Context: an optimization exercise on an open-source flow, tuned for small area and a short achievable clock period. The choices shown serve that exercise and are no tape-out recipe.
Only simulation tests tie the RTL to the original design; equivalence was not proved.
Power is estimated from default activity; no workload was simulated.

==> design/flow/design.v <==
module minifloat_unit (
    input  wire        clk,
    input  wire [4:0]  op,
    input  wire [31:0] a,
    input  wire [31:0] b,
    output wire [31:0] y,
    output wire [1:0]  st
);
    wire [11:0] ahi_d;
    wire [4:0]  tz_d;
    wire        or_d;
    mf_front u_front (.op(op), .a(a), .b(b[7:0]), .ahi(ahi_d), .tz(tz_d), .or19_11(or_d));
    reg [4:0]  op_q;
    reg [7:0]  p_q;        
    reg [11:0] ahi_q;      
    reg [2:0]  amid_q;     
    reg        a16_q;      
    reg        or_q;       
    reg [4:0]  tz_q;       
    always @(posedge clk) begin
        op_q   <= op;
        p_q    <= a[7:0];
        ahi_q  <= ahi_d;
        amid_q <= a[10:8];
        a16_q  <= a[16];
        or_q   <= or_d;
        tz_q   <= tz_d;
    end
    wire [7:0] lo_d;
    wire [8:0] hi_d;
    wire [1:0] st_d;
    mf_core u_core (.op(op_q), .p(p_q), .q(ahi_q[11:4]), .lt(ahi_q[3]), .d(ahi_q[2:0]), .ahi(ahi_q), .amid(amid_q),
                    .a16(a16_q), .or19_11(or_q), .tz(tz_q), .lo(lo_d), .hi(hi_d), .st(st_d));
    reg [7:0]  lo_q;
    reg [8:0]  hi_q;      
    reg [1:0]  st_q;
    always @(posedge clk) begin
        lo_q <= lo_d;
        hi_q <= hi_d;
        st_q <= st_d;
    end
    assign y  = {hi_q[8:7], {4{hi_q[6]}}, hi_q[5:0], 12'd0, lo_q};
    assign st = st_q;
endmodule
module mf_front (
    input  wire [4:0]  op,
    input  wire [31:0] a,
    input  wire [7:0]  b,
    output wire [11:0] ahi,       
    output wire [4:0]  tz,        
    output wire        or19_11
);
    wire       vv = (op == 5'd9) || (op[4:2] == 3'b011 && op[1:0] != 2'b11);
    wire [7:0] q  = {b[7] ^ (op == 5'd13), b[6:0]};
    wire       lt = (a[6:4] < b[6:4]);
    wire [2:0] d  = lt ? (b[6:4] - a[6:4]) : (a[6:4] - b[6:4]);
    assign ahi = vv ? {q, lt, d} : a[31:20];
    assign or19_11 = |a[19:11];
    wire [23:0] g = {1'b1, a[22:0]};
    wire [5:0]  z;                   
    wire [11:0] l;                   
    genvar i;
    generate
        for (i = 0; i < 6; i = i + 1) begin : grp
            wire [3:0] w = g[4*i+3:4*i];
            assign z[i]         = ~|w;
            assign l[2*i+1]     = ~w[0] & ~w[1];
            assign l[2*i]       = ~w[0] & (w[1] | ~w[2]);
        end
    endgenerate
    wire [5:0] first = {z[4] & z[3] & z[2] & z[1] & z[0],
                        ~z[4] & z[3] & z[2] & z[1] & z[0],
                        ~z[3] & z[2] & z[1] & z[0],
                        ~z[2] & z[1] & z[0],
                        ~z[1] & z[0],
                        ~z[0]};
    assign tz[4]   = z[3] & z[2] & z[1] & z[0];
    assign tz[3]   = z[1] & z[0] & ~(z[2] & z[3]);
    assign tz[2]   = first[1] | first[3] | first[5];
    assign tz[1:0] = ({2{first[0]}} & l[1:0])  | ({2{first[1]}} & l[3:2])  |
                     ({2{first[2]}} & l[5:4])  | ({2{first[3]}} & l[7:6])  |
                     ({2{first[4]}} & l[9:8])  | ({2{first[5]}} & l[11:10]);
endmodule
module mf_core (
    input  wire [4:0]  op,
    input  wire [7:0]  p,
    input  wire [7:0]  q,
    input  wire        lt,
    input  wire [2:0]  d,
    input  wire [11:0] ahi,       
    input  wire [2:0]  amid,      
    input  wire        a16,
    input  wire        or19_11,
    input  wire [4:0]  tz,
    output reg  [7:0]  lo,        
    output wire [8:0]  hi,        
    output reg  [1:0]  st
);
    wire op_norm = (op == 5'd10);
    wire op_mul  = (op == 5'd14);
    wire [7:0]  v_l   = lt ? q : p;                   
    wire [7:0]  v_s  = lt ? p : q;                   
    wire [3:0]  ml   = v_l[3:0];
    wire [10:0] xs   = {7'd0, v_s[3:0]} << d;
    wire        same = (p[7] == q[7]);
    wire        hi0  = (xs[10:4] == 7'd0);
    wire        sgt  = !hi0 || (xs[3:0] > ml);       
    wire        tie  = hi0 && (xs[3:0] == ml);
    wire [9:0]  sum  = xs[9:0] + {6'd0, ml};
    wire [9:0]  dif1 = xs[9:0] - {6'd0, ml};
    wire [3:0]  dif2 = ml - xs[3:0];
    wire [9:0]  add_m    = same ? sum : (sgt ? dif1 : {6'd0, dif2});
    wire        add_s    = same ? p[7] : (sgt ? v_s[7] : v_l[7]);
    wire        add_zero = !same && tie;
    wire [3:0] esum      = {1'b0, p[6:4]} + {1'b0, q[6:4]};
    wire       mul_s     = p[7] ^ q[7];
    wire [7:0] mul_p     = p[3:0] * q[3:0];
    wire       mul_under = (esum < 4'd2);
    wire       mul_sat   = (esum > 4'd8);
    wire [2:0] mul_e     = esum[2:0] - 3'd2;
    wire norm_big = (ahi[11:7] != 5'd0) || (ahi[3:0] != 4'd0) || or19_11 || amid[2];
    wire [2:0] n_e   = op_norm ? ahi[6:4] : (op_mul ? mul_e : v_l[6:4]);
    wire [9:0] n_m   = op_norm ? {amid[1:0], p} : (op_mul ? {2'd0, mul_p} : add_m);
    wire       n_sat = op_norm ? norm_big : (op_mul && mul_sat);
    reg  [2:0] k;
    reg  [3:0] mo;
    always @* begin
        casez (n_m)
            10'b1?????????: begin k = 3'd6; mo = n_m[9:6]; end
            10'b01????????: begin k = 3'd5; mo = n_m[8:5]; end
            10'b001???????: begin k = 3'd4; mo = n_m[7:4]; end
            10'b0001??????: begin k = 3'd3; mo = n_m[6:3]; end
            10'b00001?????: begin k = 3'd2; mo = n_m[5:2]; end
            10'b000001????: begin k = 3'd1; mo = n_m[4:1]; end
            default:        begin k = 3'd0; mo = n_m[3:0]; end
        endcase
    end
    wire       n_s = n_sat || (n_e == 3'd7) || (k > n_e);
    wire [6:0] n_y = n_s ? 7'h70 : {n_e - k, mo};
    wire       vs = p[7];
    wire [2:0] ve = p[6:4];
    wire [3:0] vm = p[3:0];
    reg  [1:0] lp;
    reg  [2:0] fr;
    always @* begin
        casez (vm)
            4'b1???: begin lp = 2'd3; fr = vm[2:0]; end
            4'b01??: begin lp = 2'd2; fr = {vm[1:0], 1'b0}; end
            4'b001?: begin lp = 2'd1; fr = {vm[0], 2'b0}; end
            default: begin lp = 2'd0; fr = 3'd0; end
        endcase
    end
    wire [7:0]  xexp   = 8'd125 + {5'd0, ve} + {6'd0, lp};
    wire [11:0] tof_hi = (vm == 4'd0) ? {vs, 11'd0} : {vs, xexp, fr};
    assign hi = (op == 5'd15) ? {tof_hi[11:10], tof_hi[9], tof_hi[5:0]} : 9'd0;
    wire       fs   = ahi[11];
    wire [7:0] fx   = ahi[10:3];
    wire [3:0] top  = {1'b1, ahi[2:0]};
    wire       xz   = (fx == 8'd0);
    wire       fz   = (tz == 5'd23);
    wire       xlo  = (fx < 8'd125);               
    wire       xhi  = (fx > 8'd147);               
    wire [4:0] u    = fx[4:0] + 5'd3;              
    wire [5:0] qp   = {1'b0, u} + {1'b0, tz};      
    wire       low  = xlo || (!xhi && (qp < 6'd23));
    wire       high = xhi || (qp > 6'd29);
    wire [2:0] eb   = qp[2:0] + 3'd1;              
    wire       tge  = (tz >= 5'd20);
    wire [3:0] mt   = top >> tz[1:0];              
    wire [2:0] c    = 3'd4 - tz[2:0];              
    wire [3:0] e2   = {1'b0, eb} - {1'b0, c};      
    wire       e2ok = (tz >= 5'd14) && !e2[3];
    wire [6:0] inr  = (high || !(tge || e2ok)) ? 7'h70 : (tge ? {eb, mt} : {e2[2:0], top});
    wire       xabs = xz ? !fz : low;
    wire [7:0] xy   = xz ? {fs, 7'd0} : {fs, inr};
    wire [1:0] ash  = 2'd0 - fx[1:0];              
    wire [6:0] alo  = xlo ? 7'd0 : ((fx <= 8'd128) ? {3'd0, top >> ash} : 7'h70);
    wire [7:0] ay   = xz ? {fs, 7'd0} : (low ? {fs, alo} : {fs, inr});
    always @* begin
        lo = 8'd0;
        st = 2'd0;
        case (op)
            5'd0:  lo = 8'd0;
            5'd1:  lo = 8'h21;
            5'd2:  lo = {a16, amid, p[3:0]};
            5'd3:  lo = {7'd0, p[7]};
            5'd4:  lo = {5'd0, p[6:4]};
            5'd5:  lo = {4'd0, p[3:0]};
            5'd6:  lo = {7'd0, p[7]};
            5'd7:  lo = {7'd0, ~p[7]};
            5'd8:  lo = (p[6:0] == 7'd0) ? 8'd0 : (p[7] ? 8'hFF : 8'h01);
            5'd9:  lo = {7'd0, (p == q)};
            5'd10: lo = {1'b0, n_y};
            5'd11: lo = p ^ 8'h80;
            5'd12, 5'd13: lo = add_zero ? 8'd0 : {add_s, n_y};
            5'd14: lo = mul_under ? {mul_s, 7'd0} : {mul_s, n_y};
            5'd15: lo = 8'd0;
            5'd16: begin
                if (xabs) st = 2'd1;
                else      lo = xy;
            end
            5'd17: lo = ay;
            default: st = 2'd2;
        endcase
    end
endmodule
==> design/flow/flow/run.sh <==
#!/bin/bash
# Own layout flow: the standard ORFS flow (standard.sh) with these changes.
#  1. Synthesis is synth_recipe.tcl unchanged except that ABC maps the
#     request-stage module mf_front with flow/abc_front.script and the rest
#     with flow/abc.script (registers, flattening and renaming as standard).
#  2. Ports are buffered with sky130_fd_sc_hd__buf_1 instead of the delay
#     buffer buffer_ports picks by default.
#  3. Yosys maps adders to plain gates for ABC (no full/half-adder cells).
#  4. repair_timing aims at a setup margin of flow/margin.txt ns, so that it
#     works on the datapath rather than stopping once the 15 ns clock is met.
# Each tool's full output stays in orfs/logs/; make's own output goes to
# make_finish.log in this folder.
set -euo pipefail
HERE=$(pwd)
MARGIN=$(cat flow/margin.txt)
cat > my_synth.tcl <<EOT
proc abc {args} {
  set i [lsearch -exact \$args -script]
  set front \$args
  lset front [expr {\$i + 1}] $HERE/flow/abc_front.script
  yosys abc {*}\$front mf_front
  set rest \$args
  lset rest [expr {\$i + 1}] $HERE/flow/abc.script
  yosys abc {*}\$rest
}
EOT
cat synth_recipe.tcl >> my_synth.tcl
bash standard.sh SYNTH_SCRIPT=$HERE/my_synth.tcl SETUP_SLACK_MARGIN=$MARGIN \
  "BUFFER_PORTS_ARGS=-buffer_cell sky130_fd_sc_hd__buf_1" ADDER_MAP_FILE= finish > make_finish.log 2>&1
==> design/flow/flow/abc.script <==
strash
balance
 rewrite
 refactor
 balance
 rewrite
 rewrite -z
 balance
 refactor -z
 rewrite -z
 balance
balance
 rewrite
 refactor
 balance
 rewrite
 rewrite -z
 balance
 refactor -z
 rewrite -z
 balance
dch -f
map -B 0.9
topo
==> design/flow/flow/abc_front.script <==
strash
balance
 rewrite
 refactor
 balance
 rewrite
 rewrite -z
 balance
 refactor -z
 rewrite -z
 balance
balance
 rewrite
 refactor
 balance
 rewrite
 rewrite -z
 balance
 refactor -z
 rewrite -z
 balance
dch -f
map -B 0.9
topo
buffer -c
upsize -c
dnsize -c
==> design/flow/flow/margin.txt <==
11.3
==> design/flow/standard.sh <==
#!/bin/bash
# synth_recipe.tcl (not shown) runs the flow's synth.tcl, then flattens the netlist and writes it again
# the make line also repeats each setting of config.mk as NAME=value (left out here)
make -C /OpenROAD-flow-scripts/flow DESIGN_CONFIG=/design/flow/config.mk WORK_HOME=/design/flow/orfs CLKGATE_MAP_FILE= SYNTH_SCRIPT=/design/flow/synth_recipe.tcl "${@:-finish}"
==> design/flow/config.mk <==
export PLATFORM = sky130hd
export DESIGN_NAME = minifloat_unit
export DESIGN_NICKNAME = minifloat_unit
export VERILOG_FILES = /design/flow/design.v
export SDC_FILE = /design/flow/constraint.sdc
export NUM_CORES = 4
export LEC_CHECK = 0
export CAP_MARGIN = 20
export CORE_MARGIN = 2
export CORE_UTILIZATION = 55
export CTS_BUF_LIST = sky130_fd_sc_hd__clkbuf_4 sky130_fd_sc_hd__clkbuf_8
export CTS_CLUSTER_DIAMETER = 60
export CTS_CLUSTER_SIZE = 24
export SLEW_MARGIN = 20
export SYNTH_HIERARCHICAL = 1
export SYNTH_MINIMUM_KEEP_SIZE = 0
==> design/flow/constraint.sdc <==
create_clock -name core_clock -period 15.0 [get_ports {clk}]
set_input_delay 3.0000 -clock core_clock [delete_from_list [all_inputs] [get_ports {clk}]]
set_output_delay 3.0000 -clock core_clock [all_outputs]
set_load 0.01 [all_outputs]
==> reports/qor.csv, run 1 <==
metric,value,unit
status,"complete, no violations",
most frequent cells in the layout,"nand2_1 (297), clkinv_1 (113), nor2_1 (90)",
fin. max-slew vios,0,
type of the worst setup path,register to output pin,
multi-input logic area,3610,µm²
max cap viols,0,
vias in the first global route,5523,
worst hold-check path type,register to register,
Initial Utilization,56.1,%
Worst Path Required,12.00,ns
CTS buffer count,5,
Worst Setup Start Kind,register,
"Reg clk slew, reported paths",0.10,ns
"Arr. time, crit path",0.79,ns
measured slew at the worst slew-check pin,0.549,ns
post-DR wirelength/cell,14.6,µm
All-Layer GR Usage,31.5,%
row cnt,35,
Unique masters post-synth,48,
CP cell instances,buf_2,
Max Fclk,0.264,GHz
GRT Residual Overflow,0,
Routed WL,16500,µm
DRC,0,
CTS tree,built,
CP Launch Point,hi_q[6],
Post-Layout Cell Count,1127,
vias,6408,
die footprint,10100,µm²
synth warn,8,
Fillers,859,
pre-CTS WS,10.64,ns
PwrDens,80.2,nW/µm²
worst r2r src,op_q[1],
num ports,104,
Antenna Diode Count,0,
Synth async-reset ratio,0,%
chip width,100,µm
layout cell share with drive strength beyond 1,14.5,%
P_leak,2.82,nW
area growth from synthesis to layout,18.9,%
Mapped Area,5110,µm²
clock latency (worst-skew pair),0.32,ns
vias per cell,5.69,
CTS HTree Levels,2,
Max transition margin,63.2,%
"Seq/Total Area, Yosys",21.1,%
slowest CP cell,dfxtp_2,
kind of end point of the critical path,output pin,
Buf/Inv on CP,1,
Post-synth EDFFs,0,
Post-CTS Hold Buffers,0,
Placed Instances,1104,
min-delay src,amid_q[1],
post-DP HPWL,12400,µm
Sink Count,54,
fin nets,1085,
"Hold Violations, Final",0,
"commonest non-fill, non-tap cell in the layout",nand2_1,
crit-path max FO,4,
number of setup violations in the final report,0,
FF+latch area,1120,µm²
"FF+latch count, synth",54,
CTS max path bufs,2,
Mapped Avg Cell Area,5.50,µm²
Root Buffer,clkbuf_8,
Min Hold Slack,0.610,ns
initial DRC count,523,
final core utilization,66.7,%
initial antenna violation count,0,
first-pass GRT wire length,25600,µm
total core area,9110,µm²
Final Wtd Congestion,1.06,
Mapped Cells,930,
"Largest delay share family, worst path",flip-flops,
Peak VDD IR,0.0000563,V
unrepaired setup endpoints after global routing,true,
"slowest stage delay, CP",0.35,ns
fin crit share,25.3,%
ANT nets after route,0,
worst setup margin,11.21,ns
port bufs,67,
Worst Clk Skew,0.0121,ns
largest net degree at the start of global routing,26,
Fin Setup TNS,0,ns
ys flop type,dfxtp_1,
Die Y,100,µm
TritonRoute pass-1 iters,5,
minimum clock period,3.79,ns
[final cells by class]
| type | instances | area share, % |
|---|---|---|
| Clock buffer | 6 | 1.36 |
| Clock inverter | 2 | 0.288 |
| Inverter | 142 | 9.22 |
| Multi-Input combinational cell | 728 | 59.4 |
| Sequential cell | 54 | 18.5 |
| Tap cell | 111 | 2.28 |
| Timing Repair Buffer | 83 | 8.89 |
| Timing Repair inverter | 1 | 0.103 |
[per-module statistics from Yosys, one instance, submodules excluded]
| module | times used | flops+latches | cells | area [µm²] |
|---|---|---|---|---|
| mf_core | 1 | 0 | 726 | 3270 |
| mf_front | 1 | 0 | 134 | 644 |
| minifloat_unit | 1 | 54 | 70 | 1200 |
[logic make-up after synthesis]
family / synth area share, %
and+or+nand+nor: 46.6
buffers and inverters: 13.0
AOI/OAI and AO/OA: 16.7
DFF: 21.1
xor gates and xnor gates: 2.23
adders and majority gates: 0.196
other: 0.0734
[cell usage after synthesis (6+ instances only)]
cell type    n  area share, %
nand2_1    318             23
xor2_1      10            1.7
a221oi_1     7            1.2
nor2_1      98            7.2
clkinv_1   116            8.5
or2_2        7           0.86
nand4_1     19            2.3
a31oi_1      9            1.1
buf_4       16            2.3
a211oi_1     6           0.88
a21oi_1     30            2.9
dfxtp_1     54             21
inv_1       24            1.8
o22ai_1      6           0.73
nand3_1     87            8.5
nor3_1      13            1.3
o21ai_0     56            5.5
[repair_timing]
item                       CTS  global route
resized for setup           55            90
setup endpoints to repair   40            42
pin swaps                    2            12
cloned                       0             2
buffers inserted             3            10
[metal layers]
metal | track usage (%) | part of all wire [%]
met1 | 43.8 | 44
met2 | 49.3 | 44
met3 | 6.06 | 9.1
met4 | 9.80 | 3.1
met5 | 0 | 0
[tightest hold or removal path, cell delays in order (launching register included)]
cell and delay [ns]:
dfxtp_1 0.39, a21oi_1 0.12, nand2_1 0.07
[flip-flops by register name, summed over array words and instances, names as in the netlist]
signal / flops
st_q: 2
a16_q: 1
tz_q: 5
lo_q: 8
hi_q: 9
ahi_q: 12
p_q: 8
amid_q: 3
or_q: 1
op_q: 5
[path summary, 6_finish.rpt]
| kind | cells after the start | endpoint | slack (ns) |
|---|---|---|---|
| max | 1 | y[27] | 11.21 |
| min | 2 | lo_q[5] | 0.61 |
| max reg2reg | 11 | lo_q[5] | 11.47 |
| min reg2reg | 2 | lo_q[5] | 0.61 |
[per-stage QoR]
step / total power, mW / instance area, µm²
4_1_cts: 0.461 / 5670
3_3_place_gp: 0.362 / 5450
3_5_place_dp: 0.368 / 5450
6_report: 0.488 / 6080
5_1_grt: 0.523 / 6080
2_1_floorplan: 0.319 / 5170
[report_power, final]
part | total (mW) | internal [mW] | switching, mW
clock network | 0.0874 | 0.0381 | 0.0493
registers | 0.168 | 0.152 | 0.0160
logic | 0.232 | 0.0803 | 0.152
total | 0.488 | 0.271 | 0.217
==> run 2: changes to the inputs <==
==> design/flow/flow/margin.txt (replaced) <==
11.1
==> run 2 against run 1 <==
First-iteration DRC count is 14% lower; largest cell class unchanged; worst hold slack worse by 0.0025 ns; cell count is 1.1% lower; sequential cell count did not move.
==> reports/qor.csv, run 2 <==
metric,value,unit,change
"commonest non-fill, non-tap cell in the layout",nand2_1,,
Max Fclk,0.261,GHz,-1.2%
"Largest delay share family, worst path",flip-flops,,
die footprint,10100,µm²,unchanged
Peak VDD IR,0.0000621,V,+10%
type of the worst setup path,register to output pin,,
Sink Count,54,,unchanged
Worst Path Required,12.00,ns,about the same
Seq pwr share,36.3,%,+1.8 points
Post-synth EDFFs,0,,unchanged
post-DR wirelength/cell,13.9,µm,-5.3%
number of stages on the worst setup path,1,,unchanged
top cell type's share of synthesized area,23.3,%,unchanged
Antenna Diode Count,0,,unchanged
post-DP HPWL,12300,µm,-1.1%
Post-CTS Hold Buffers,0,,unchanged
initial DRC count,451,,-14%
clock share of power,17.3,%,-0.6 points
CTS max path bufs,2,,unchanged
DRC,0,,unchanged
biggest regs,"ahi_q x12, hi_q x9",,
Mapped Cells,930,,unchanged
most frequent cell after synthesis,nand2_1,,
Unique masters post-synth,48,,unchanged
kind of end point of the critical path,output pin,,
measured slew at the worst slew-check pin,0.765,ns,+0.217 ns
largest net degree at the start of global routing,26,,unchanged
fin nets,1074,,-1.0%
P_leak,2.59,nW,-8.1%
Fin Setup TNS,0,ns,unchanged
Critical Path End,y[28],,
minimum clock period,3.84,ns,+0.0447 ns
worst hold-check path type,register to register,,
layout cell share with drive strength beyond 1,7.27,%,-7.2 points
"Most flops, register",ahi_q,,
Sw Ratio,44.9,%,+0.38 points
top post-synthesis cells by count,"nand2_1 (318), clkinv_1 (116), nor2_1 (98), nand3_1 (87), o21ai_0 (56)",,
"Arr. time, crit path",0.84,ns,+0.05 ns
vias in the first global route,5288,,-4.3%
area growth from synthesis to layout,11.0,%,
"FF+latch count, synth",54,,unchanged
TritonRoute pass-1 iters,6,,+1
Mapped Area,5110,µm²,unchanged
Total Power,460,µW,-5.7%
combinational power share,46.4,%,-1.2 points
Routed WL,15500,µm,-6.3%
Internal,254,µW,-6.3%
Synth async-reset ratio,0,%,unchanged
Die Y,100,µm,unchanged
"slowest stage delay, CP",0.37,ns,+0.02 ns
initial antenna violation count,0,,unchanged
CTS HTree Levels,2,,unchanged
fin crit share,25.6,%,+0.30 points
GRT Residual Overflow,0,,unchanged
Max transition margin,49.0,%,-14 points
clock latency (worst-skew pair),0.31,ns,about the same
Buf/Inv on CP,1,,unchanged
status,"complete, no violations",,
ys flop type,dfxtp_1,,
synth warn,8,,unchanged
chip width,100,µm,unchanged
"Seq/Total Area, Yosys",21.1,%,unchanged
Worst Reg-to-Reg Cells,26,,+15
All-Layer GR Usage,30.4,%,-1.1 points
port bufs,67,,unchanged
first-pass GRT wire length,25000,µm,-2.7%
min-delay src,p_q[1],,
CP cell instances,buf_1,,
PwrDens,81.1,nW/µm²,+1.1%
CTS tree,built,,
crit-path max FO,4,,unchanged
sw power,206,µW,-4.9%
CP Launch Point,hi_q[6],,
Initial Utilization,56.1,%,unchanged
reg2reg end,lo_q[5],,
CTS buffer count,5,,unchanged
row cnt,35,,unchanged
Worst Clk Skew,0.0114,ns,-0.000686 ns
final core utilization,62.3,%,-4.5 points
"Reg clk slew, reported paths",0.09,ns,about the same
largest cells by area after synthesis,"nand2_1 (23%), dfxtp_1 (21%), nand3_1 (8.5%), clkinv_1 (8.5%), nor2_1 (7.2%)",,
number of setup violations in the final report,0,,unchanged
unrepaired setup endpoints after global routing,false,,
vias,6281,,-2.0%
cell type with the largest total area after synthesis,nand2_1,,
slowest CP cell,dfxtp_1,,
fin. max-slew vios,0,,unchanged
Root Buffer,clkbuf_8,,
num ports,104,,unchanged
vias per cell,5.63,,-0.93%
max cap viols,0,,unchanged
R2R setup slack,11.43,ns,-0.04 ns
most frequent cells in the layout,"nand2_1 (311), clkinv_1 (114), nor2_1 (93)",,
hold path cells,2,,unchanged
total core area,9110,µm²,unchanged
ANT nets after route,0,,unchanged
Worst Setup Start Kind,register,,
"Hold Violations, Final",0,,unchanged
Final Wtd Congestion,1.03,,-2.4%
Mapped Avg Cell Area,5.50,µm²,unchanged
worst r2r src,ahi_q[3],,
Largest register FFs,12,,unchanged
run 2: cell counts after synthesis:
No cell type changed its count.
run 2: kinds of logic (layout without fill, tap and decap cells):
logic type                 Yosys count  count (layout)  share of synthesized area [%]
and+or+nand+nor                    560             560                           46.6
buffers and inverters              159             222                           13.0
AOI/OAI and AO/OA                  142             142                           16.7
DFF                                 54              54                           21.1
xor gates and xnor gates            13              13                           2.23
adders and majority gates            1               1                          0.196
other                                1              12                         0.0734
run 2: per-module statistics from Yosys (local to each module, per instance):
module          cells  flip-flops and latches  copies in the design  cell area [µm²]
mf_front          134                       0                     1              644
minifloat_unit     70                      54                     1             1200
mf_core           726                       0                     1             3270
run 2: worst register-to-register path: stages (launching register included):
cell      delay, ns
dfxtp_1        0.35
buf_8          0.20
clkinv_2       0.17
or2_2          0.31
o21ai_2        0.11
clkinv_1       0.12
nand2_1        0.10
nand2_1        0.11
nor2_2         0.16
nand2_1        0.10
nand2_2        0.12
nand2_4        0.10
nand3_1        0.09
nand2_1        0.05
nand3_1        0.11
nand2_2        0.12
nor2_4         0.20
nand3_2        0.14
nor2_4         0.16
nor2_1         0.07
nor2_1         0.14
o21bai_1       0.08
nand2_1        0.09
nand2_2        0.10
nand3_1        0.08
nand2_1        0.07
nand2_1        0.08
run 2: power by group through the flow:
stage	Sequential [mW]	Clock (mW)	Combinational [mW]
after floorplan	0.166	0	0.152
after global placement	0.169	0	0.192
after detailed placement	0.170	0	0.196
after CTS	0.166	0.0810	0.198
after global routing	0.168	0.0865	0.242
final	0.167	0.0795	0.214
run 2: per-stage QoR:
step	cells	cell area, µm²	hold WS, ns	setup slack [ns]
4_1_cts	1111	5530	0.609	11.11
3_3_place_gp	1104	5430	0.579	10.72
5_1_grt	1115	5670	0.640	11.07
6_report	1115	5670	0.608	11.16
2_1_floorplan	941	5150	0.431	11.25
3_5_place_dp	1104	5430	0.586	10.62
run 2: area by class of cell:
cell class	instances	area, µm²
clock buffer	5	68.8
clock inverter	2	13.8
fill	921	3440
inverter	142	538
multi-input combinational	728	3500
sequential	54	1110
tap	111	139
timing repair buffer	73	304
run 2: how the worst min path moves through the flow:
| stage | to |
|---|---|
| 2_1_floorplan | lo_q[5] |
| 3_3_place_gp | lo_q[5] |
| 3_5_place_dp | lo_q[7] |
| 4_1_cts | lo_q[7] |
| 5_1_grt | lo_q[5] |
| 6_report | hi_q[1] |
run 2: per-layer routing:
layer | vias to the layer above | GRT usage, % | wire (µm)
met5 | - | 0 | 0
met4 | 0 | 8.54 | 336
met3 | 29 | 3.76 | 1440
met2 | 346 | 47.5 | 6630
met1 | 2737 | 44.0 | 7060
li1 | 3169 | - | -
run 2: timing repair:
| item | 4_1_cts | 5_1_grt |
|---|---|---|
| buffers inserted | 0 | 4 |
| cloned | 0 | 0 |
| pin swaps | 0 | 2 |
| endpoints found under the setup margin | 7 | 17 |
| gates resized for setup | 9 | 47 |
| hold endpoints to repair | 0 | 0 |
==> run 3: changes to the inputs <==
==> design/flow/flow/margin.txt (replaced) <==
11.2
==> run 3 against run 2 <==
Non-clock buffer count increased by 2; synthesized cell count unchanged; first-iteration DRC count fell by 4.4%; via count fell by 0.86%; clock-buffer cell count stayed put; global-route usage grew 0.088 points; sequential cell count is the same; sequential power about the same; core utilization grew 0.77 points; fmax up 1.6%; die area did not move.
==> reports/qor.csv, run 3 <==
metric,value,unit,change
Min Hold Slack,0.609,ns,+0.000839 ns
fin crit share,25.2,%,-0.40 points
Routed WL,15500,µm,+0.47%
status,"complete, no violations",,
initial antenna violation count,0,,unchanged
Worst Clk Skew,0.0107,ns,-0.000675 ns
Worst Path Required,12.00,ns,about the same
Fillers,919,,-0.22%
post-DP HPWL,12300,µm,unchanged
top post-synthesis cells by count,"nand2_1 (318), clkinv_1 (116), nor2_1 (98), nand3_1 (87), o21ai_0 (56)",,
ys flop type,dfxtp_1,,
PwrDens,80.9,nW/µm²,-0.31%
Buf/Inv on CP,1,,unchanged
All-Layer GR Usage,30.5,%,+0.088 points
port bufs,67,,unchanged
cell type with the largest total area after synthesis,nand2_1,,
Fin Setup TNS,0,ns,unchanged
"Reg clk slew, reported paths",0.09,ns,about the same
initial DRC count,431,,-4.4%
first-pass GRT wire length,25000,µm,+0.28%
Worst Reg-to-Reg Cells,26,,unchanged
worst r2r src,ahi_q[3],,
layout cell share with drive strength beyond 1,9.94,%,+2.7 points
ANT nets after route,0,,unchanged
pre-CTS WS,10.62,ns,unchanged
largest net degree at the start of global routing,26,,unchanged
Unique masters post-synth,48,,unchanged
Post-CTS Hold Buffers,0,,unchanged
"Largest delay share family, worst path",flip-flops,,
"commonest non-fill, non-tap cell in the layout",nand2_1,,
min-delay src,p_q[1],,
"Arr. time, crit path",0.78,ns,-0.06 ns
kind of end point of the critical path,output pin,,
R2R setup slack,11.51,ns,+0.08 ns
crit-path max FO,1,,-3
Sink Count,54,,unchanged
measured slew at the worst slew-check pin,0.623,ns,-0.143 ns
Root Buffer,clkbuf_8,,
synth warn,8,,unchanged
Hold Path End,hi_q[1],,
worst hold-check path type,register to register,,
CTS max path bufs,2,,unchanged
area growth from synthesis to layout,12.3,%,
number of setup violations in the final report,0,,unchanged
die footprint,10100,µm²,unchanged
slowest CP cell,dfxtp_1,,
Mapped Avg Cell Area,5.50,µm²,unchanged
unrepaired setup endpoints after global routing,true,,
Peak VDD IR,0.0000622,V,+0.24%
TritonRoute pass-1 iters,5,,-1
Mapped Area,5110,µm²,unchanged
Die Y,100,µm,unchanged
clock latency (worst-skew pair),0.31,ns,about the same
"Seq/Total Area, Yosys",21.1,%,unchanged
type of the worst setup path,register to output pin,,
biggest regs,"ahi_q x12, hi_q x9",,
Final Wtd Congestion,1.03,,unchanged
row cnt,35,,unchanged
fin nets,1076,,+0.19%
Max transition margin,58.3,%,+9.3 points
Worst Setup Start Kind,register,,
"FF+latch count, synth",54,,unchanged
design area,5740,µm²,+1.2%
most frequent cell after synthesis,nand2_1,,
"slowest stage delay, CP",0.32,ns,-0.05 ns
vias in the first global route,5309,,+0.40%
top cell type's share of synthesized area,23.3,%,unchanged
chip width,100,µm,unchanged
total core area,9110,µm²,unchanged
largest cells by area after synthesis,"nand2_1 (23%), dfxtp_1 (21%), nand3_1 (8.5%), clkinv_1 (8.5%), nor2_1 (7.2%)",,
Mapped Cells,930,,unchanged
Antenna Diode Count,0,,unchanged
GRT Residual Overflow,0,,unchanged
DRC,0,,unchanged
placed cell areas,5430,µm²,unchanged
post-DR wirelength/cell,13.9,µm,+0.29%
CTS HTree Levels,2,,unchanged
most frequent cells in the layout,"nand2_1 (308), clkinv_1 (114), nor2_1 (93)",,
Largest register FFs,12,,unchanged
Initial Utilization,56.1,%,unchanged
"Most flops, register",ahi_q,,
fin. max-slew vios,0,,unchanged
Synth async-reset ratio,0,%,unchanged
minimum clock period,3.78,ns,-0.0596 ns
vias,6227,,-0.86%
reg2reg end,lo_q[5],,
Max Fclk,0.265,GHz,+1.6%
CTS tree,built,,
P_leak,2.67,nW,+3.0%
hold path cells,2,,unchanged
max cap viols,0,,unchanged
worst setup margin,11.22,ns,+0.0596 ns
num ports,104,,unchanged
vias per cell,5.57,,-1.0%
CP cell instances,buf_1,,
CTS buffer count,5,,unchanged
Total Power,464,µW,+0.92%
"Hold Violations, Final",0,,unchanged
Post-synth EDFFs,0,,unchanged
run 3: cell counts after synthesis:
No cell type changed its count.
run 3: cells by family (layout without fill, tap and decap cells):
kind of cell | count (synthesis) | in the layout | share of synthesized area, %
adder cells (fa/ha/maj) | 1 | 1 | 0.196
flip-flops | 54 | 54 | 21.1
AO/OA/AOI/OAI | 142 | 142 | 16.7
buffers and inverters | 159 | 224 | 13.0
AND/OR/NAND/NOR | 560 | 560 | 46.6
other | 1 | 12 | 0.0734
XOR/XNOR | 13 | 13 | 2.23
run 3: area by class of cell:
cell class | instances | area (µm²) | share of cell area (%)
multi-input cells | 728 | 3520 | 61.3
flip-flops and latches | 54 | 1110 | 19.4
inverters | 142 | 542 | 9.43
repair buffers | 75 | 345 | 6.01
well taps | 111 | 139 | 2.42
clock buffers | 5 | 68.8 | 1.20
clock inverters | 2 | 13.8 | 0.240
run 3: worst max-delay path by stage:
stage | from | to | cells after the start
after floorplan | op[1] | ahi_q[10] | 9
after global placement | ahi_q[3] | lo_q[4] | 25
after detailed placement | ahi_q[3] | lo_q[5] | 25
after CTS | lo_q[7] | y[7] | 1
after global routing | ahi_q[3] | lo_q[5] | 26
final | st_q[1] | st[1] | 1
run 3: through the flow:
| step | util (%) | instances |
|---|---|---|
| 6_report | 63.0 | 1117 |
| 3_5_place_dp | 59.6 | 1104 |
| 3_3_place_gp | 59.6 | 1104 |
| 2_1_floorplan | - | 941 |
| 4_1_cts | 61.2 | 1114 |
| 5_1_grt | 63.0 | 1117 |
run 3: layer usage:
metal	wire length [µm]	track usage, %
met4	341	8.54
met5	0	0
met1	7080	43.8
met2	6750	48.0
met3	1370	3.76
run 3: what timing repair did:
action	CTS	global route
pin swaps	1	3
endpoints found under the hold margin	0	0
buffers inserted	3	3
gates resized for setup	22	62
cloned	0	0
endpoints found under the setup margin	20	33
run 3: where the power goes:
part           switching, mW  internal (mW)
Combinational          0.146         0.0724
Sequential            0.0150          0.152
Clock                 0.0467         0.0324
Total                  0.207          0.257
run 3: per-module statistics from Yosys (local to each module, per instance):
module / cells / flops+latches / copies in the design / cell area [µm²]
minifloat_unit: 70 / 54 / 1 / 1200
mf_core: 726 / 0 / 1 / 3270
mf_front: 134 / 0 / 1 / 644
==> run 4: changes to the inputs <==
==> design/flow/flow/abc.script (replaced) <==
strash
dc2
balance
 rewrite
 refactor
 balance
 rewrite
 rewrite -z
 balance
 refactor -z
 rewrite -z
 balance
&get -n
&deepsyn -T 120
&put
dch -f
map -B 0.9
topo
==> run 4 against run 3 <==
Clock skew is 0.0041 ns lower; clock-buffer cell count stayed put; synthesized area is 9.5% lower; sequential power hardly changed.
==> reports/qor.csv, run 4 <==
metric,value,unit,change
multiplexer share of the synthesized area,0,%,unchanged
FF+latch area,1120,µm²,+0.90%
Mapped Avg Cell Area,5.73,µm²,+4.2%
"Seq/Total Area, Yosys",23.4,%,+2.2 points
first-pass GRT wire length,23700,µm,-5.2%
largest cells by area after synthesis,"dfxtp_1 (23%), nand2_1 (20%), nand3_1 (8.1%), clkinv_1 (7.3%), nor2_1 (6.7%)",,
"Arr. time, crit path",0.81,ns,+0.03 ns
Post-CTS Hold Buffers,0,,unchanged
Worst Path Required,12.00,ns,about the same
kind of end point of the critical path,output pin,,
Fillers,816,,-11%
worst hold-check path type,register to register,,
Peak VDD IR,0.0000491,V,-21%
Sw Ratio,41.0,%,-3.6 points
DRC,0,,unchanged
fin nets,957,,-11%
Sink Count,54,,unchanged
clock latency (worst-skew pair),0.31,ns,about the same
initial antenna violation count,0,,unchanged
Final Wtd Congestion,0.985,,-4.4%
sw power,181,µW,-13%
most frequent cell after synthesis,nand2_1,,
P_leak,2.37,nW,-11%
unrepaired setup endpoints after global routing,true,,
CTS buffer count,5,,unchanged
minimum clock period,3.81,ns,+0.0296 ns
Buf/Inv on CP,1,,unchanged
Die Y,95.7,µm,-4.7%
Mapped Cells,808,,-13%
largest net degree at the start of global routing,19,,-27%
Post-synth EDFFs,0,,unchanged
initial DRC count,523,,+21%
Max Fclk,0.263,GHz,-0.78%
num ports,104,,unchanged
Adder-Cell Fraction of Synth Area,0,%,-0.20 points
Internal,260,µW,+1.3%
die footprint,9160,µm²,-9.1%
Worst Setup Start Kind,register,,
ys flop type,dfxtp_1,,
Largest register FFs,12,,unchanged
R2R setup slack,11.42,ns,-0.09 ns
Worst Clk Skew,0.00662,ns,-0.00408 ns
total core area,8180,µm²,-10%
crit-path max FO,4,,+3
biggest regs,"ahi_q x12, hi_q x9",,
vias,5717,,-8.2%
port bufs,67,,unchanged
"commonest non-fill, non-tap cell in the layout",nand2_1,,
pre-CTS WS,10.59,ns,-0.0331 ns
"Largest delay share family, worst path",flip-flops,,
CTS max path bufs,2,,unchanged
ANT nets after route,0,,unchanged
"Most flops, register",ahi_q,,
Antenna Diode Count,0,,unchanged
Synth async-reset ratio,0,%,unchanged
"Hold Violations, Final",0,,unchanged
area growth from synthesis to layout,15.1,%,
measured slew at the worst slew-check pin,0.772,ns,+0.149 ns
CTS HTree Levels,2,,unchanged
max cap viols,0,,unchanged
All-Layer GR Usage,33.1,%,+2.6 points
TritonRoute pass-1 iters,5,,unchanged
vias per cell,5.76,,+3.3%
row cnt,33,,-5.7%
type of the worst setup path,register to output pin,,
"FF+latch count, synth",54,,unchanged
post-DR wirelength/cell,15.0,µm,+8.0%
combinational power share,39.8,%,-7.2 points
Routed WL,14900,µm,-4.0%
post-DP HPWL,11700,µm,-4.6%
Max transition margin,47.2,%,-11 points
status,"complete, no violations",,
CP cell instances,buf_6,,
Root Buffer,clkbuf_8,,
Unique masters post-synth,47,,-2.1%
xor/xnor share of the synthesized area,1.89,%,-0.33 points
layout cell share with drive strength beyond 1,12.4,%,+2.4 points
Seq pwr share,37.7,%,+1.7 points
fin crit share,25.4,%,+0.20 points
top post-synthesis cells by count,"nand2_1 (248), clkinv_1 (90), nor2_1 (82), nand3_1 (75), dfxtp_1 (54)",,
number of setup violations in the final report,0,,unchanged
"Reg clk slew, reported paths",0.10,ns,about the same
synth warn,8,,unchanged
CTS tree,built,,
largest family of logic cells by synthesized area,simple AND/OR/NAND/NOR gates,,
GRT Residual Overflow,0,,unchanged
Mapped Area,4630,µm²,-9.5%
compound-cell area share of the yosys netlist,19.4,%,+2.6 points
top cell type's share of synthesized area,23.4,%,about the same
fin. max-slew vios,0,,unchanged
most frequent cells in the layout,"nand2_1 (241), clkinv_1 (83), nor2_1 (78)",,
slowest CP cell,dfxtp_4,,
"slowest stage delay, CP",0.38,ns,+0.06 ns
worst setup margin,11.19,ns,-0.0296 ns
cell type with the largest total area after synthesis,dfxtp_1,,
vias in the first global route,5105,,-3.8%
chip width,95.7,µm,-4.7%
Fin Setup TNS,0,ns,unchanged
Initial Utilization,56.6,%,+0.47 points
Simple-Gate Fraction of Synth Area,43.0,%,-3.6 points
clock share of power,22.5,%,+5.5 points
multi-input logic area,3120,µm²,-12%
PwrDens,82.8,nW/µm²,+2.4%
==> run 4: final timing paths <==
check | start | to | cells after the start
worst min-delay path | op_q[4] | st_q[1] | 2
worst max register to register | op_q[2] | lo_q[4] | 19
worst max-delay path | hi_q[6] | y[28] | 1
worst min register to register | op_q[4] | st_q[1] | 2
==> run 4: kinds of logic after synthesis <==
logic type	after synthesis
AND/OR/NAND/NOR	461
AO/OA/AOI/OAI	149
buffers and inverters	133
flip-flops	54
XOR/XNOR	10
other	1
==> run 4: power by group through the flow <==
stage | logic, mW | clock network, mW | registers, mW
2_1_floorplan | 0.120 | 0 | 0.165
3_3_place_gp | 0.154 | 0 | 0.169
3_5_place_dp | 0.158 | 0 | 0.169
4_1_cts | 0.163 | 0.101 | 0.166
5_1_grt | 0.197 | 0.108 | 0.167
6_report | 0.175 | 0.0993 | 0.166
==> run 4: cell type report <==
type	count	share of cell area [%]
flip-flops and latches	54	21.1
clock buffers	5	1.29
well taps	105	2.47
clock inverters	3	0.845
repair buffers	78	7.40
multi-input cells	632	58.5
inverters	116	8.43
==> run 4: metal layers <==
metal  vias to the layer above  wire length [µm]  global-route usage, %
met4                         0               536                   14.9
met3                        47              1140                   4.70
li1                       2827                 -                      -
met5                         -                 0                      0
met2                       297              7070                   56.5
met1                      2546              6170                   41.3
==> run 4: tightest hold or removal path: stages (launching register included) <==
cell	delay, ns
dfxtp_1	0.35
clkinv_1	0.07
nor2_1	0.06
==> run 4: stage by stage <==
stage	total power [mW]	hold WS (ns)	instances	instance area [µm²]	util (%)
after CTS	0.430	0.515	988	5130	62.8
final	0.441	0.522	993	5330	65.2
after floorplan	0.286	0.444	819	4670	-
after global routing	0.472	0.551	993	5330	65.2
after detailed placement	0.327	0.496	976	4930	60.4
after global placement	0.323	0.488	976	4930	60.4
==> run 4: repair_timing <==
action | CTS | global route
resized for setup | 28 | 64
endpoints found under the setup margin | 17 | 32
cloned | 0 | 0
setup buffers | 4 | 5
pin swaps | 2 | 5
==> run 4: per-module statistics from Yosys (local to each module, per instance) <==
module          copies in the design  cell area [µm²]  flip-flops and latches
minifloat_unit                     1             1200                      54
mf_front                           1              644                       0
mf_core                            1             2790                       0
==> run 5: changes to the inputs <==
==> design/flow/flow/abc.script (replaced) <==
strash
dc2
balance
 resub -K 6
 rewrite
 resub -K 6 -N 2
 refactor
 resub -K 8
 balance
 resub -K 8 -N 2
 rewrite
 resub -K 10
 rewrite -z
 resub -K 10 -N 2
 balance
 resub -K 12
 refactor -z
 resub -K 12 -N 2
 rewrite -z
 balance
dc2
balance
 resub -K 6
 rewrite
 resub -K 6 -N 2
 refactor
 resub -K 8
 balance
 resub -K 8 -N 2
 rewrite
 resub -K 10
 rewrite -z
 resub -K 10 -N 2
 balance
 resub -K 12
 refactor -z
 resub -K 12 -N 2
 rewrite -z
 balance
dch -f
map -B 0.9
topo
==> run 5 against run 4 <==
Still clean on timing, DRC and antenna; via count up 7.5%; worst hold slack worse by 0.0095 ns; power up 9.5%; critical path type unchanged; critical endpoint unchanged; largest cell class unchanged.
==> reports/qor.csv, run 5 <==
metric,value,unit,change
All-Layer GR Usage,32.7,%,-0.36 points
Critical Path End,y[28],,
pre-CTS WS,10.18,ns,-0.411 ns
num ports,104,,unchanged
slowest CP cell,dfxtp_2,,
cell type with the largest total area after synthesis,dfxtp_1,,
Initial Utilization,56.9,%,+0.29 points
CTS buffer count,5,,unchanged
Min Hold Slack,0.513,ns,-0.00955 ns
port bufs,67,,unchanged
clock latency (worst-skew pair),0.32,ns,about the same
"Most flops, register",ahi_q,,
CTS tree,built,,
DRC,0,,unchanged
CTS max path bufs,2,,unchanged
post-DP HPWL,12400,µm,+6.1%
measured slew at the worst slew-check pin,0.762,ns,-0.0105 ns
reg2reg end,lo_q[6],,
ANT nets after route,0,,unchanged
hold path cells,2,,unchanged
Die Y,99.0,µm,+3.4%
top cell type's share of synthesized area,21.8,%,-1.6 points
Synth async-reset ratio,0,%,unchanged
layout cell share with drive strength beyond 1,11.8,%,-0.54 points
Sink Count,54,,unchanged
number of stages on the worst setup path,1,,unchanged
crit-path max FO,4,,unchanged
top post-synthesis cells by count,"nand2_1 (284), clkinv_1 (115), nor2_1 (99), nand3_1 (86), o21ai_0 (57)",,
row cnt,34,,+3.0%
"Hold Violations, Final",0,,unchanged
Root Buffer,clkbuf_8,,
Max transition margin,48.6,%,+1.4 points
max cap viols,0,,unchanged
initial antenna violation count,0,,unchanged
largest cells by area after synthesis,"dfxtp_1 (22%), nand2_1 (21%), clkinv_1 (8.7%), nand3_1 (8.7%), nor2_1 (7.5%)",,
"Reg clk slew, reported paths",0.11,ns,about the same
Worst Reg-to-Reg Cells,27,,+8
biggest regs,"ahi_q x12, hi_q x9",,
"Seq/Total Area, Yosys",21.8,%,-1.6 points
TritonRoute pass-1 iters,5,,unchanged
first-pass GRT wire length,26300,µm,+11%
CP cell instances,buf_2,,
R2R setup slack,11.45,ns,+0.03 ns
kind of end point of the critical path,output pin,,
Final Wtd Congestion,1.08,,+9.2%
"slowest stage delay, CP",0.36,ns,-0.02 ns
worst setup margin,11.20,ns,+0.00520 ns
most frequent cells in the layout,"nand2_1 (283), clkinv_1 (109), nor2_1 (89)",,
P_leak,2.67,nW,+13%
area growth from synthesis to layout,15.1,%,about the same
Worst Path Required,12.00,ns,about the same
worst hold-check path type,register to register,,
synth warn,8,,unchanged
Post-CTS Hold Buffers,0,,unchanged
Worst Setup Start Kind,register,,
total core area,8720,µm²,+6.7%
"FF+latch count, synth",54,,unchanged
status,"complete, no violations",,
most frequent cell after synthesis,nand2_1,,
Unique masters post-synth,48,,+2.1%
Mapped Avg Cell Area,5.56,µm²,-3.0%
Fin Setup TNS,0,ns,unchanged
vias in the first global route,5691,,+11%
minimum clock period,3.80,ns,-0.00520 ns
Buf/Inv on CP,1,,unchanged
initial DRC count,479,,-8.4%
Mapped Area,4960,µm²,+7.2%
"Largest delay share family, worst path",flip-flops,,
Antenna Diode Count,0,,unchanged
min-delay src,op_q[4],,
GRT Residual Overflow,0,,unchanged
Post-synth EDFFs,0,,unchanged
type of the worst setup path,register to output pin,,
fin crit share,25.3,%,-0.035 points
ys flop type,dfxtp_1,,
fin nets,1048,,+9.5%
Peak VDD IR,0.0000493,V,+0.34%
post-DR wirelength/cell,14.8,µm,-1.7%
"commonest non-fill, non-tap cell in the layout",nand2_1,,
"Arr. time, crit path",0.80,ns,about the same
vias per cell,5.66,,-1.8%
CP Launch Point,hi_q[6],,
chip width,99.0,µm,+3.4%
Worst Clk Skew,0.0181,ns,+0.0114 ns
number of setup violations in the final report,0,,unchanged
largest net degree at the start of global routing,18,,-1
Routed WL,16100,µm,+7.6%
Largest register FFs,12,,unchanged
vias,6147,,+7.5%
Max Fclk,0.263,GHz,+0.14%
CTS HTree Levels,2,,unchanged
unrepaired setup endpoints after global routing,true,,
die footprint,9800,µm²,+6.9%
fin. max-slew vios,0,,unchanged
PwrDens,84.6,nW/µm²,+2.2%
Mapped Cells,893,,+11%
worst r2r src,ahi_q[3],,
[run 5: changes by cell type after synthesis, sizes merged, moves of 4 or more]
cell / delta
a21oi: -9
nand3: +11
nand4: +8
clkinv: +25
nor4: -4
a221oi: +4
o21ai: +7
nand2: +36
xor2: +5
nor2: +17
o22ai: -6
[run 5: worst min-delay path, stage by stage, from the launching register on]
cell,delay (ns)
dfxtp_1,0.35
clkinv_1,0.06
nor2_1,0.06
[run 5: per-module statistics from Yosys (local to each module, per instance)]
module	cell area, µm²	copies in the design
mf_core	3120	1
minifloat_unit	1200	1
mf_front	644	1
[run 5: repair_timing]
action,CTS,global route
gates resized for setup,38,55
cloned,0,0
pin swaps,2,6
endpoints found under the setup margin,19,34
setup buffers,4,13
[run 5: final cells by class]
| class | count | area (µm²) |
|---|---|---|
| clock buffer | 6 | 76.3 |
| clock inverter | 2 | 16.3 |
| fill | 860 | 3010 |
| inverter | 141 | 542 |
| multi-input combinational | 692 | 3410 |
| sequential | 54 | 1120 |
| tap | 108 | 135 |
| timing repair buffer | 84 | 413 |
[run 5: per-stage QoR]
stage / utilization [%] / cell area (µm²) / instances / power, mW
5_1_grt: 65.5 / 5710 / 1087 / 0.520
3_5_place_dp: 60.3 / 5260 / 1062 / 0.368
4_1_cts: 62.5 / 5450 / 1074 / 0.460
6_report: 65.5 / 5710 / 1087 / 0.483
3_3_place_gp: 60.3 / 5260 / 1062 / 0.361
2_1_floorplan: - / 5000 / 904 / 0.318
[run 5: kinds of logic (layout without fill, tap and decap cells)]
| family | Yosys count | count (layout) | share of synthesized area [%] |
|---|---|---|---|
| AO/OA/AOI/OAI | 136 | 136 | 16.2 |
| flip-flops | 54 | 54 | 21.8 |
| buffers and inverters | 158 | 233 | 13.3 |
| AND/OR/NAND/NOR | 528 | 528 | 45.8 |
| multiplexers | 1 | 1 | 0.202 |
| other | 1 | 12 | 0.0756 |
| XOR/XNOR | 15 | 15 | 2.65 |
[run 5: report_power, final]
group,leakage [nW],switching (mW),internal [mW]
Combinational,2.17,0.151,0.0761
Sequential,0.454,0.0152,0.153
Clock,0.0452,0.0522,0.0355
Total,2.67,0.219,0.265
[run 5: how the worst min path moves through the flow]
| stage | slack [ns] | end |
|---|---|---|
| after CTS | 0.49 | st_q[1] |
| after global routing | 0.55 | st_q[1] |
| after detailed placement | 0.47 | st_q[1] |
| after global placement | 0.47 | st_q[1] |
| final | 0.51 | st_q[1] |
| after floorplan | 0.43 | st_q[1] |
[run 5: metal layers]
metal,track usage (%),vias to the layer above,part of all wire (%)
met5,0,-,0
met4,11.7,0,2.7
met3,5.32,37,8.3
met2,55.3,298,47
met1,42.1,2737,42
li1,-,3075,-
==> run 6: changes to the inputs <==
==> design/flow/flow/abc.script (replaced) <==
strash
dc2
balance
 rewrite
 refactor
 balance
 rewrite
 rewrite -z
 balance
 refactor -z
 rewrite -z
 balance
&get -n
&deepsyn -T 60
&put
dch -f
map -B 0.9
topo
--- a/design/flow/config.mk
+++ b/design/flow/config.mk
@@ -9,3 +9,3 @@
 export CORE_MARGIN = 2
-export CORE_UTILIZATION = 55
+export CORE_UTILIZATION = 70
 export CTS_BUF_LIST = sky130_fd_sc_hd__clkbuf_4 sky130_fd_sc_hd__clkbuf_8
==> run 6 against run 5 <==
Via count increased by 0.91%; largest cell class unchanged; register-to-register slack worse by 0.07 ns; clock power is 16% higher; still clean on timing, DRC and antenna; non-clock buffer count grew 4; critical path type unchanged.
==> reports/qor.csv, run 6 <==
metric,value,unit,change
Unique masters post-synth,47,,-2.1%
chip width,85.3,µm,-14%
measured slew at the worst slew-check pin,0.786,ns,+0.0242 ns
post-DR wirelength/cell,16.4,µm,+11%
top post-synthesis cells by count,"nand2_1 (248), clkinv_1 (90), nor2_1 (82), nand3_1 (75), dfxtp_1 (54)",,
WL met2,7450,µm,-0.49%
initial DRC count,1008,,+110%
fin crit share,25.4,%,about the same
slowest CP cell,dfxtp_4,,
"FF+latch count, synth",54,,unchanged
"Most flops, register",ahi_q,,
Mapped Avg Cell Area,5.73,µm²,+3.1%
Buf/Inv on CP,1,,unchanged
CP Launch Point,hi_q[6],,
crit-path max FO,4,,unchanged
Min Hold Slack,0.504,ns,-0.00844 ns
initial antenna violation count,0,,unchanged
"Seq/Total Area, Yosys",23.4,%,+1.6 points
total core area,6390,µm²,-27%
Worst Path Required,12.00,ns,about the same
met3 wire length,1710,µm,+28%
fin. max-slew vios,0,,unchanged
most frequent cell after synthesis,nand2_1,,
CTS buffer count,5,,unchanged
"commonest non-fill, non-tap cell in the layout",nand2_1,,
Final Wtd Congestion,1.06,,-1.4%
min-delay src,op_q[4],,
Die Y,85.3,µm,-14%
PwrDens,83.9,nW/µm²,-0.91%
area growth from synthesis to layout,17.2,%,
"Reg clk slew, reported paths",0.10,ns,about the same
"Hold Violations, Final",0,,unchanged
Fillers,435,,-49%
vias,6203,,+0.91%
die footprint,7280,µm²,-26%
Root Buffer,clkbuf_8,,
combinational power share,41.0,%,-6.1 points
All-Layer GR Usage,41.6,%,+8.9 points
Sw Ratio,41.9,%,-3.3 points
status,"complete, no violations",,
row cnt,29,,-15%
Mapped Cells,808,,-9.5%
largest net degree at the start of global routing,19,,+1
"Largest delay share family, worst path",flip-flops,,
Mapped Area,4630,µm²,-6.7%
Antenna Diode Count,0,,unchanged
"Arr. time, crit path",0.80,ns,about the same
CTS HTree Levels,2,,unchanged
P_leak,2.41,nW,-9.8%
ys flop type,dfxtp_1,,
biggest regs,"ahi_q x12, hi_q x9",,
Internal,264,µW,-0.14%
synth warn,8,,unchanged
number of setup violations in the final report,0,,unchanged
vias in the first global route,5511,,-3.2%
worst r2r src,op_q[2],,
Synth async-reset ratio,0,%,unchanged
clock share of power,22.4,%,+4.2 points
post-DP HPWL,11300,µm,-8.9%
Worst Setup Start Kind,register,,
Seq pwr share,36.6,%,+1.8 points
largest cells by area after synthesis,"dfxtp_1 (23%), nand2_1 (20%), nand3_1 (8.1%), clkinv_1 (7.3%), nor2_1 (6.7%)",,
Max transition margin,46.2,%,-2.3 points
top cell type's share of synthesized area,23.4,%,+1.6 points
Routed WL,16000,µm,-0.45%
Post-CTS Hold Buffers,0,,unchanged
sw power,191,µW,-13%
minimum clock period,3.80,ns,+0.00330 ns
CTS tree,built,,
Max Fclk,0.263,GHz,about the same
GRT Residual Overflow,0,,unchanged
Largest register FFs,12,,unchanged
"slowest stage delay, CP",0.37,ns,about the same
Worst Clk Skew,0.0103,ns,-0.00775 ns
first-pass GRT wire length,24600,µm,-6.6%
Initial Utilization,72.5,%,+16 points
most frequent cells in the layout,"nand2_1 (236), clkinv_1 (82), nor2_1 (78)",,
clock latency (worst-skew pair),0.32,ns,about the same
kind of end point of the critical path,output pin,,
fin nets,967,,-7.7%
num ports,104,,unchanged
DRC,0,,unchanged
worst hold-check path type,register to register,,
TritonRoute pass-1 iters,9,,+4
Sink Count,54,,unchanged
uppermost routed layer,met4,,
CP cell instances,buf_6,,
cell type with the largest total area after synthesis,dfxtp_1,,
ANT nets after route,0,,unchanged
max cap viols,0,,unchanged
Peak VDD IR,0.0000577,V,+17%
CTS max path bufs,2,,unchanged
met1 wire length,5720,µm,-16%
type of the worst setup path,register to output pin,,
Post-synth EDFFs,0,,unchanged
Fin Setup TNS,0,ns,unchanged
port bufs,67,,unchanged
vias per cell,6.36,,+13%
unrepaired setup endpoints after global routing,true,,
layout cell share with drive strength beyond 1,13.7,%,+1.8 points
[run 6: final timing paths]
kind	slack, ns	end	depth (start not counted)
worst max-delay path	11.20	y[28]	1
worst min-delay path	0.50	st_q[1]	2
worst max register to register	11.38	lo_q[4]	19
worst min register to register	0.50	st_q[1]	2
[run 6: power by group through the flow]
stage | sequential (mW) | clock (mW) | combinational (mW)
floorplan | 0.165 | 0 | 0.120
global placement | 0.170 | 0 | 0.149
detailed placement | 0.170 | 0 | 0.155
CTS | 0.167 | 0.101 | 0.161
global route | 0.167 | 0.106 | 0.203
finish | 0.167 | 0.102 | 0.186
[run 6: logic make-up after synthesis]
group | share of synthesized area [%]
compound gates | 19.4
flops | 23.4
xor+xnor | 1.89
other cells | 0.0810
buf+inv | 12.3
simple gates | 43.0
[run 6: metrics by stage]
step | setup slack (ns) | util [%] | std cells | power (mW) | area [µm²]
2_1_floorplan | 11.25 | - | 819 | 0.286 | 4670
3_3_place_gp | 10.82 | 76.5 | 946 | 0.319 | 4880
3_5_place_dp | 10.64 | 76.5 | 946 | 0.325 | 4880
4_1_cts | 11.20 | 79.6 | 959 | 0.429 | 5080
5_1_grt | 11.17 | 84.9 | 975 | 0.476 | 5420
6_report | 11.20 | 84.9 | 975 | 0.455 | 5420
[run 6: final cells by class]
cell class	count	area (µm²)	share of cell area (%)
inverter	116	455	8.40
clock buffer	6	76.3	1.41
multi-input combinational	632	3180	58.7
clock inverter	2	37.5	0.692
tap	77	96.3	1.78
sequential	54	1130	20.8
timing repair buffer	88	450	8.30
[run 6: timing repair]
item,CTS,global route
setup endpoints to repair,15,21
pin swaps,4,7
gates resized for setup,24,73
setup buffers,5,16
[run 6: metal layers]
layer,track usage (%),vias up
li1,-,2846
met1,50.2,2736
met2,71.0,477
met3,5.93,144
met4,22.9,0
met5,0,-
[run 6: Yosys stat by module (local to each module, per instance)]
module | flip-flops and latches | cells inside | times used | area (µm²)
minifloat_unit | 54 | 70 | 1 | 1200
mf_front | 0 | 134 | 1 | 644
mf_core | 0 | 604 | 1 | 2790
==> run 7: changes to the inputs <==
--- a/design/flow/config.mk
+++ b/design/flow/config.mk
@@ -9,3 +9,3 @@
 export CORE_MARGIN = 2
-export CORE_UTILIZATION = 70
+export CORE_UTILIZATION = 45
 export CTS_BUF_LIST = sky130_fd_sc_hd__clkbuf_4 sky130_fd_sc_hd__clkbuf_8
==> run 7 against run 6 <==
Still clean on timing, DRC and antenna; combinational power about the same; worst hold slack better by 0.0038 ns; routed wire length shrank 1.4%; power is 0.94% lower; via count down 9.9%; register-to-register slack improved by 0.21 ns; sequential power hardly changed; cell count increased by 6.2%; global-route usage decreased by 14 points; clock skew increased by 0.0020 ns.
==> reports/qor.csv, run 7 <==
metric,value,unit,change
status,"complete, no violations",,
measured slew at the worst slew-check pin,0.679,ns,-0.107 ns
fin. max-slew vios,0,,unchanged
"Arr. time, crit path",0.78,ns,-0.02 ns
Post-Layout Cell Count,1035,,+6.2%
"Hold Violations, Final",0,,unchanged
post-DP HPWL,12400,µm,+9.4%
CTS tree,built,,
row cnt,37,,+28%
max cap viols,0,,unchanged
design area,5480,µm²,+1.1%
"Reg clk slew, reported paths",0.10,ns,about the same
port bufs,67,,unchanged
chip width,105,µm,+24%
clock latency (worst-skew pair),0.32,ns,about the same
Mapped Avg Cell Area,5.73,µm²,unchanged
Root Buffer,clkbuf_8,,
multi-input logic area,3170,µm²,-0.43%
synth warn,8,,unchanged
fin crit share,25.2,%,-0.17 points
vias in the first global route,5142,,-6.7%
Peak VDD IR,0.0000663,V,+15%
cell type with the largest total area after synthesis,dfxtp_1,,
Seq pwr share,36.9,%,+0.3 points
GRT Residual Overflow,0,,unchanged
Sink Count,54,,unchanged
P_leak,2.43,nW,+0.99%
Max transition margin,54.4,%,+8.1 points
num ports,104,,unchanged
Buf/Inv on CP,1,,unchanged
first-pass GRT wire length,24800,µm,+0.98%
All-Layer GR Usage,28.0,%,-14 points
Mapped Area,4630,µm²,unchanged
Worst Clk Skew,0.0124,ns,+0.00204 ns
Initial Utilization,45.6,%,-27 points
CTS buffer count,5,,unchanged
"commonest non-fill, non-tap cell in the layout",nand2_1,,
ys flop type,dfxtp_1,,
"slowest stage delay, CP",0.34,ns,-0.03 ns
CTS max path bufs,2,,unchanged
Worst Setup Start Kind,register,,
Antenna Diode Count,0,,unchanged
most frequent cells in the layout,"nand2_1 (235), clkinv_1 (82), nor2_1 (78)",,
PwrDens,82.2,nW/µm²,-2.0%
unrepaired setup endpoints after global routing,true,,
top cell type's share of synthesized area,23.4,%,unchanged
initial DRC count,438,,-57%
vias per cell,5.40,,-15%
Die Y,105,µm,+24%
CTS HTree Levels,2,,unchanged
Placed Instances,1006,,+6.3%
Mapped Cells,808,,unchanged
ANT nets after route,0,,unchanged
Routed WL,15800,µm,-1.4%
Max Fclk,0.265,GHz,+0.69%
most frequent cell after synthesis,nand2_1,,
largest cells by area after synthesis,"dfxtp_1 (23%), nand2_1 (20%), nand3_1 (8.1%), clkinv_1 (7.3%), nor2_1 (6.7%)",,
Synth async-reset ratio,0,%,unchanged
Fin Setup TNS,0,ns,unchanged
Fillers,1069,,+150%
sw power,186,µW,-2.4%
area growth from synthesis to layout,18.5,%,
die footprint,11100,µm²,+53%
number of setup violations in the final report,0,,unchanged
"FF+latch count, synth",54,,unchanged
CP cell instances,buf_2,,
fin nets,968,,+0.10%
crit-path max FO,4,,unchanged
Total Power,451,µW,-0.94%
Largest register FFs,12,,unchanged
Sw Ratio,41.3,%,-0.63 points
post-DR wirelength/cell,15.2,µm,-7.1%
placed cell areas,4970,µm²,+1.7%
layout cell share with drive strength beyond 1,15.0,%,+1.3 points
DRC,0,,unchanged
"Largest delay share family, worst path",flip-flops,,
clock share of power,22.4,%,about the same
vias,5587,,-9.9%
Internal,265,µW,+0.13%
Unique masters post-synth,47,,unchanged
"Most flops, register",ahi_q,,
TritonRoute pass-1 iters,6,,-3
type of the worst setup path,register to output pin,,
Post-synth EDFFs,0,,unchanged
largest net degree at the start of global routing,19,,unchanged
total core area,10100,µm²,+59%
biggest regs,"ahi_q x12, hi_q x9",,
kind of end point of the critical path,output pin,,
initial antenna violation count,0,,unchanged
Worst Path Required,12.00,ns,about the same
"Seq/Total Area, Yosys",23.4,%,unchanged
Final Wtd Congestion,0.959,,-9.6%
top post-synthesis cells by count,"nand2_1 (248), clkinv_1 (90), nor2_1 (82), nand3_1 (75), dfxtp_1 (54)",,
worst hold-check path type,register to register,,
minimum clock period,3.78,ns,-0.0262 ns
combinational power share,40.7,%,-0.3 points
slowest CP cell,dfxtp_2,,
FF+latch area,1130,µm²,unchanged
-- run 7: Yosys stat by module, one instance, submodules excluded --
module | cells inside | area [µm²]
mf_core | 604 | 2790
mf_front | 134 | 644
minifloat_unit | 70 | 1200
-- run 7: metal layers --
metal	track usage, %	wire, µm	vias up
met1	33.7	6860	2512
met5	0	0	-
met4	10.4	517	0
met2	50.8	7660	195
li1	-	-	2840
met3	2.97	731	40
-- run 7: power by group through the flow --
stage	clock network [mW]	registers, mW	logic, mW
6_report	0.101	0.166	0.183
3_5_place_dp	0	0.172	0.158
4_1_cts	0.102	0.169	0.163
3_3_place_gp	0	0.171	0.157
5_1_grt	0.110	0.167	0.207
2_1_floorplan	0	0.165	0.120
-- run 7: final timing paths --
kind	start	cells past startpoint	to	slack [ns]
worst max-delay path	hi_q[6]	1	y[29]	11.22
worst max register to register	ahi_q[11]	23	lo_q[4]	11.59
worst min register to register	op_q[4]	2	st_q[1]	0.51
worst min-delay path	op_q[4]	2	st_q[1]	0.51
-- run 7: cell families after synthesis --
| family | after synthesis | synth area share (%) |
|---|---|---|
| AOI/OAI and AO/OA | 149 | 19.4 |
| other | 1 | 0.0810 |
| and+or+nand+nor | 461 | 43.0 |
| xor gates and xnor gates | 10 | 1.89 |
| DFF | 54 | 23.4 |
| buffers and inverters | 133 | 12.3 |
-- run 7: area by class of cell --
cell class | instances | share of cell area [%]
clock buffer | 5 | 1.26
tap | 136 | 3.10
sequential | 54 | 20.5
clock inverter | 3 | 0.799
inverter | 116 | 8.35
timing repair buffer | 89 | 8.17
multi-input combinational | 632 | 57.8
-- run 7: tightest hold or removal path, stage by stage (launching register included) --
cell,delay [ns]
dfxtp_1,0.35
clkinv_1,0.06
nor2_1,0.05
-- run 7: per-stage QoR --
stage | hold WS, ns | utilization (%) | setup slack [ns]
2_1_floorplan | 0.444 | - | 11.25
3_3_place_gp | 0.490 | 49.0 | 10.58
3_5_place_dp | 0.495 | 49.0 | 10.44
4_1_cts | 0.509 | 51.0 | 11.20
5_1_grt | 0.529 | 54.1 | 11.15
6_report | 0.508 | 54.1 | 11.22
-- run 7: what timing repair did --
item                                    CTS  global route
endpoints found under the setup margin   19            29
gates cloned                              0             0
setup buffers                             3            18
gates resized for setup                  34            69
hold buffers                              0             0
pin swaps                                 2            10

## separate check: timing with driven ports
How much do the figures lean on ideal ports? The routed layouts below were timed once more, with nothing changed but the port constraints.
Step 1, drivers: a clkbuf_16 drives clk and a buf_2 each remaining input, both assumed.
Step 2 also shifts input and output timing later by t, the mid clock arrival at the registers, as if the neighbouring blocks saw the same clock.
a / b / c = ideal ports / drivers / drivers and shift; a / b = the first two.
run | shift t [ns] | setup WS [ns] | worst hold slack (ns) | slew at the worst register clock pin (ns)
run 1 | 0.349 | 11.209 / 11.171 / 10.948 | 0.610 / 0.610 / 0.610 | 0.10 / 0.10
run 2 | 0.335 | 11.165 / 11.132 / 10.936 | 0.608 / 0.608 / 0.608 | 0.10 / 0.10
run 3 | 0.334 | 11.224 / 11.192 / 10.971 | 0.609 / 0.609 / 0.609 | 0.10 / 0.10
run 4 | 0.344 | 11.195 / 11.160 / 10.975 | 0.522 / 0.522 / 0.522 | 0.10 / 0.10
run 5 | 0.347 | 11.200 / 11.162 / 10.981 | 0.513 / 0.513 / 0.513 | 0.11 / 0.11
run 6 | 0.343 | 11.197 / 11.166 / 10.949 | 0.504 / 0.504 / 0.504 | 0.10 / 0.10
run 7 | 0.348 | 11.223 / 11.188 / 10.992 | 0.508 / 0.508 / 0.508 | 0.11 / 0.11
After both steps every run listed still meets setup and hold. For run 1, which loses most, drivers alone change the setup slack by -0.038 ns; drivers and shift together by -0.261 ns.
